Context: an optimization exercise on an open-source flow, tuned for small area, a short achievable clock period and few clock cycles per item. The choices shown serve that exercise and are no tape-out recipe. Function was checked by simulation only, so behaviour that the tests miss may differ from the original. Power is estimated from default activity; no workload was simulated.

Design chirp_radar_ranger, start of the top module:
module chirp_radar_ranger (
    input  wire        clk,
    input  wire        rst,
    input  wire        key_valid,
    input  wire [7:0]  key_char,
    input  wire        in_valid,
    output wire        in_ready,
    input  wire [15:0] mic,
    input  wire [31:0] now,
    output reg         out_valid,
    input  wire        out_ready,
    output wire [15:0] out_left,
    output reg         out_last,
    output reg         ev_valid,
    output reg         ev_kind,       
    output reg  [7:0]  ev_char,
    output wire [5:0]  ev_index,
    output reg  [13:0] ev_dist,       
    output wire [27:0] ev_amp
);
For scale: ~2200 cells after synthesis, ~550 flip-flops, ~140 I/O pins, about 35000 um^2 of cells after synthesis.
==> module chirp_radar_ranger, before the edit <==
module chirp_radar_ranger (
    input  wire        clk,
    input  wire        rst,
    input  wire        key_valid,
    input  wire [7:0]  key_char,
    input  wire        in_valid,
    output wire        in_ready,
    input  wire [15:0] mic,
    input  wire [31:0] now,
    output reg         out_valid,
    input  wire        out_ready,
    output wire [15:0] out_left,
    output reg         out_last,
    output reg         ev_valid,
    output reg         ev_kind,       
    output reg  [7:0]  ev_char,
    output wire [5:0]  ev_index,
    output reg  [13:0] ev_dist,       
    output wire [27:0] ev_amp
);
    localparam N          = 64;
    localparam R          = 16;
    localparam [23:0] TX_PERIOD_HI = 24'd1;    
    reg        rdy;             
    reg  [5:0] icnt;            
    assign in_ready = rdy;
    wire acc = in_valid && rdy;
    reg        v0;
    reg [15:0] mic0;
    reg [31:0] now0;
    reg        key_pend;        
    reg  [7:0] key_q;
    reg        key0;            
    reg [31:0] next_tx;
    reg        nt_set;          
    reg        armed;           
    reg  [5:0] zero_off;
    reg        blk_tx;          
    reg        blk_det;         
    reg        busy;            
    reg        recal_q;         
    reg        warn_q;          
    reg  [3:0] tail;            
    reg        tail_act;        
    reg        rep_v;           
    reg  [6:0] rep_rel;         
    wire first0 = (icnt == 6'd1);
    wire last0  = (icnt == 6'd0);
    wire lagok0 = (icnt >= R) || (icnt == 6'd0);      
    wire step   = v0 && first0;
    wire fired   = !nt_set || (now0 >= next_tx);      
    wire det_now = armed && !fired;
    wire is_r    = (ev_char == 8'h72);
    wire       tx_now  = step ? fired : blk_tx;
    localparam [127:0] CHIRP_TAB = {8'h3F, 8'h08, 8'hA7, 8'h76, 8'hDD, 8'h9F, 8'h56, 8'h52,
                                    8'hB5, 8'h90, 8'hF7, 8'h5C, 8'h77, 8'h57, 8'h27, 8'h00};
    wire [7:0] chirp_n = CHIRP_TAB[{icnt[3:0], 3'b000} +: 8];      
    wire [7:0] left_nx = (tx_now && icnt < R) ? chirp_n : 8'd0;
    wire       last_nx = (icnt == N - 1);
    reg  [7:0] left_q;
    reg  [7:0] sk_left;
    reg        sk_last;
    assign out_left = {{8{left_q[7]}}, left_q};
    wire main_free = !out_valid || out_ready;
    always @(posedge clk) begin
        if (rst) begin
            rdy       <= 1'b0;
            out_valid <= 1'b0;
            icnt      <= 6'd0;
        end else begin
            rdy <= 1'b1;
            if (!rdy) begin
                if (main_free && out_valid) begin
                    left_q   <= sk_left;
                    out_last <= sk_last;
                end else if (out_valid) begin
                    rdy <= 1'b0;
                end
            end else if (acc) begin
                icnt <= icnt + 6'd1;
                if (main_free) begin
                    out_valid <= 1'b1;
                    left_q    <= left_nx;
                    out_last  <= last_nx;
                end else begin
                    sk_left <= left_nx;
                    sk_last <= last_nx;
                    rdy     <= 1'b0;
                end
            end else if (main_free) begin
                out_valid <= 1'b0;
            end
        end
    end
    always @(posedge clk) begin
        if (rst)
            v0 <= 1'b0;
        else
            v0 <= acc;
        mic0 <= tail_nx ? 16'd0 : mic;
        now0 <= now;
    end
    wire        c_done;
    wire [5:0]  c_idx;
    wire [27:0] c_amp;
    wire        in_tail = tail_act;
    wire        tail_go = v0 && last0 && blk_det;
    wire        tail_nx = tail_go || (tail_act && tail != 4'd1);
    wire        c_shift = (v0 && (first0 || blk_det)) || in_tail;
    wire        c_lag   = (v0 && !first0 && blk_det && lagok0) || in_tail;
    wire        c_first = !in_tail && (icnt == R);
    wire        c_last  = (tail == 4'd1);
    assign ev_index = c_idx;
    assign ev_amp   = c_amp;
    chirp_correlator u_corr (
        .clk       (clk),
        .rst       (rst),
        .shift_en  (c_shift),
        .x         (mic0),
        .lag_v     (c_lag),
        .lag_first (c_first),
        .lag_last  (c_last),
        .done      (c_done),
        .best_idx  (c_idx),
        .best_amp  (c_amp)
    );
    always @(posedge clk) begin
        if (rst) begin
            key_pend  <= 1'b0;
            nt_set    <= 1'b0;
            armed     <= 1'b0;
            zero_off  <= 6'd0;
            blk_tx    <= 1'b0;
            blk_det   <= 1'b0;
            busy      <= 1'b0;
            recal_q   <= 1'b0;
            warn_q    <= 1'b0;
            tail      <= 4'd0;
            tail_act  <= 1'b0;
            rep_v     <= 1'b0;
            ev_valid  <= 1'b0;
        end else begin
            ev_valid <= 1'b0;
            rep_v    <= 1'b0;
            if (step) begin
                blk_tx  <= fired;
                blk_det <= det_now;
                armed   <= fired;
                if (fired) begin
                    next_tx <= {now0[31:8] + TX_PERIOD_HI, now0[7:0]};
                    nt_set  <= 1'b1;
                end
                if (det_now)
                    busy <= 1'b1;
                if (key0 && !is_r) begin
                    if (busy)
                        warn_q <= 1'b1;
                    else begin
                        ev_valid <= 1'b1;
                        ev_kind  <= 1'b0;
                    end
                end
                if (key0 && is_r) begin
                    if ((busy && !rep_v) || det_now)
                        recal_q <= 1'b1;
                    else
                        zero_off <= c_idx;
                end
            end
            tail_act <= tail_nx;
            if (tail_go)
                tail <= R - 1;
            else if (in_tail)
                tail <= tail - 4'd1;
            if (c_done) begin
                rep_v   <= 1'b1;
                rep_rel <= {1'b0, c_idx} - {1'b0, zero_off};
            end
            if (rep_v) begin
                busy      <= 1'b0;
                ev_valid  <= 1'b1;
                ev_kind   <= 1'b1;
                ev_dist   <= {{7{rep_rel[6]}}, rep_rel} * 14'd85;
                if (recal_q) begin
                    zero_off <= c_idx;
                    recal_q  <= 1'b0;
                end
            end
            if (warn_q && !busy) begin
                ev_valid <= 1'b1;
                ev_kind  <= 1'b0;
                warn_q   <= 1'b0;
            end
            if (acc && icnt == 6'd0) begin
                key0    <= key_pend;
                ev_char <= key_q;
            end
            if (key_valid) begin
                key_pend <= 1'b1;
                key_q    <= key_char;
            end else if (acc && icnt == 6'd0) begin
                key_pend <= 1'b0;
            end
        end
    end
endmodule
clock: 13.0 ns
lec_check: 0
cap_margin: 20
core_margin: 2
core_utilization: 40
cts_cluster_diameter: 90
cts_cluster_size: 30
slew_margin: 20
synth_hierarchical: 1
standard.sh (not shown) runs the stock make flow with config.mk's settings and CLKGATE_MAP_FILE= SYNTH_SCRIPT=/design/flow/synth_recipe.tcl, a recipe that flattens the netlist after the stock synthesis.
==> flow/flow/run.sh <==
#!/bin/bash
# The standard layout (the standard.sh: the standard synthesis,
# floorplan, placement, CTS, routing) at the design's clock period and
# constraints, with two settings passed on to ORFS:
#  - SETUP_SLACK_MARGIN: the resizer's setup repair aims for this much
#    slack, so it works the paths down towards the period the design can
#    reach rather than stopping once the design's period is met;
#  - BUFFER_PORTS_ARGS: the cell used for the buffer every port gets.
# The make output goes to standard_make.log; ORFS's own logs are kept under
# orfs/logs.
set -euo pipefail
MARGIN=$(cat flow/margin.txt)
PORTBUF=$(cat flow/portbuf.txt)
bash standard.sh "SETUP_SLACK_MARGIN=$MARGIN" "BUFFER_PORTS_ARGS=-buffer_cell $PORTBUF" finish > standard_make.log 2>&1
==> flow/flow/margin.txt <==
9.1
==> flow/flow/portbuf.txt <==
sky130_fd_sc_hd__buf_1
Testbench counts at the start, summed over its fixed seeds: cycles 32,776, items 32,768.
Change:
--- a/flow/design.v
+++ b/flow/design.v
@@ -894,11 +894,12 @@
     wire acc = in_valid && rdy;
     reg        v0;
     reg [15:0] mic0;
     reg [31:0] now0;
-    reg        key_pend;        
+    reg        k0v;
+    reg  [7:0] k0c;
+    reg        key_pend;
     reg  [7:0] key_q;
-    reg        key0;            
     reg [31:0] next_tx;
     reg        nt_set;          
     reg        armed;           
     reg  [5:0] zero_off;
@@ -916,9 +917,9 @@
     wire lagok0 = (icnt >= R) || (icnt == 6'd0);      
     wire step   = v0 && first0;
     wire fired   = !nt_set || (now0 >= next_tx);      
     wire det_now = armed && !fired;
-    wire is_r    = (ev_char == 8'h72);
+    wire is_r    = (key_q == 8'h72);
     wire       tx_now  = step ? fired : blk_tx;
     localparam [127:0] CHIRP_TAB = {8'h3F, 8'h08, 8'hA7, 8'h76, 8'hDD, 8'h9F, 8'h56, 8'h52,
                                     8'hB5, 8'h90, 8'hF7, 8'h5C, 8'h77, 8'h57, 8'h27, 8'h00};
     wire [7:0] chirp_n = CHIRP_TAB[{icnt[3:0], 3'b000} +: 8];      
@@ -959,12 +960,16 @@
             end
         end
     end
     always @(posedge clk) begin
-        if (rst)
-            v0 <= 1'b0;
-        else
-            v0 <= acc;
+        if (rst) begin
+            v0  <= 1'b0;
+            k0v <= 1'b0;
+        end else begin
+            v0  <= acc;
+            k0v <= key_valid;
+        end
+        k0c  <= key_char;
         mic0 <= tail_nx ? 16'd0 : mic;
         now0 <= now;
     end
     wire        c_done;
@@ -1018,17 +1023,18 @@
                     nt_set  <= 1'b1;
                 end
                 if (det_now)
                     busy <= 1'b1;
-                if (key0 && !is_r) begin
+                if (key_pend && !is_r) begin
+                    ev_char <= key_q;
                     if (busy)
                         warn_q <= 1'b1;
                     else begin
                         ev_valid <= 1'b1;
                         ev_kind  <= 1'b0;
                     end
                 end
-                if (key0 && is_r) begin
+                if (key_pend && is_r) begin
                     if ((busy && !rep_v) || det_now)
                         recal_q <= 1'b1;
                     else
                         zero_off <= c_idx;
@@ -1057,16 +1063,12 @@
                 ev_valid <= 1'b1;
                 ev_kind  <= 1'b0;
                 warn_q   <= 1'b0;
             end
-            if (acc && icnt == 6'd0) begin
-                key0    <= key_pend;
-                ev_char <= key_q;
-            end
-            if (key_valid) begin
+            if (k0v) begin
                 key_pend <= 1'b1;
-                key_q    <= key_char;
-            end else if (acc && icnt == 6'd0) begin
+                key_q    <= k0c;
+            end else if (step) begin
                 key_pend <= 1'b0;
             end
         end
     end
Non-clock buffer count goes up by 20. Die area hardly moves. Global-route usage is about the same. Total power goes down by 3.4%. Worst setup slack got worse by 0.042 ns. Sequential power goes up by about 2%. Count of clock-buffer cells in the layout goes down by 1. Clock power is about the same. First-iteration DRC count goes down by 9.8%. Register-to-register slack stays flat. Wire length goes down by 0.68%. Cell area goes up by 0.47%. Flip-flop and latch count goes up by 8.
Testbench counts after the change, summed over its fixed seeds: cycles 32,776, items 32,768.

separate check: timing with driven ports:
How much do the figures lean on ideal ports? The routed layouts below were timed once more, with nothing changed but the port constraints.
Step 1 (the two cells are an assumption about what drives the block):
set clk [get_ports {clk}]
set_driving_cell -lib_cell sky130_fd_sc_hd__clkbuf_16 $clk
set_driving_cell -lib_cell sky130_fd_sc_hd__buf_2 [delete_from_list [all_inputs] $clk]
Step 2 also shifts input and output timing later by t, the mid clock arrival at the registers, as if the neighbouring blocks saw the same clock.
Three values: ideal, step 1, step 2; two values: the first two.
run | t, ns | setup WS [ns] | worst hold slack (ns) | latest minus earliest clock arrival (ns)
the first run | 0.637 | 9.138 / 9.083 / 8.879 | 0.352 / 0.352 / 0.352 | 0.041 / 0.041
the second run | 0.693 | 9.097 / 9.033 / 8.700 | 0.349 / 0.349 / 0.349 | 0.035 / 0.036
After both steps setup and hold are still met in every run listed. The setup slack of the second run, which loses most, moves by -0.064 ns with the drivers and by -0.397 ns with both steps.
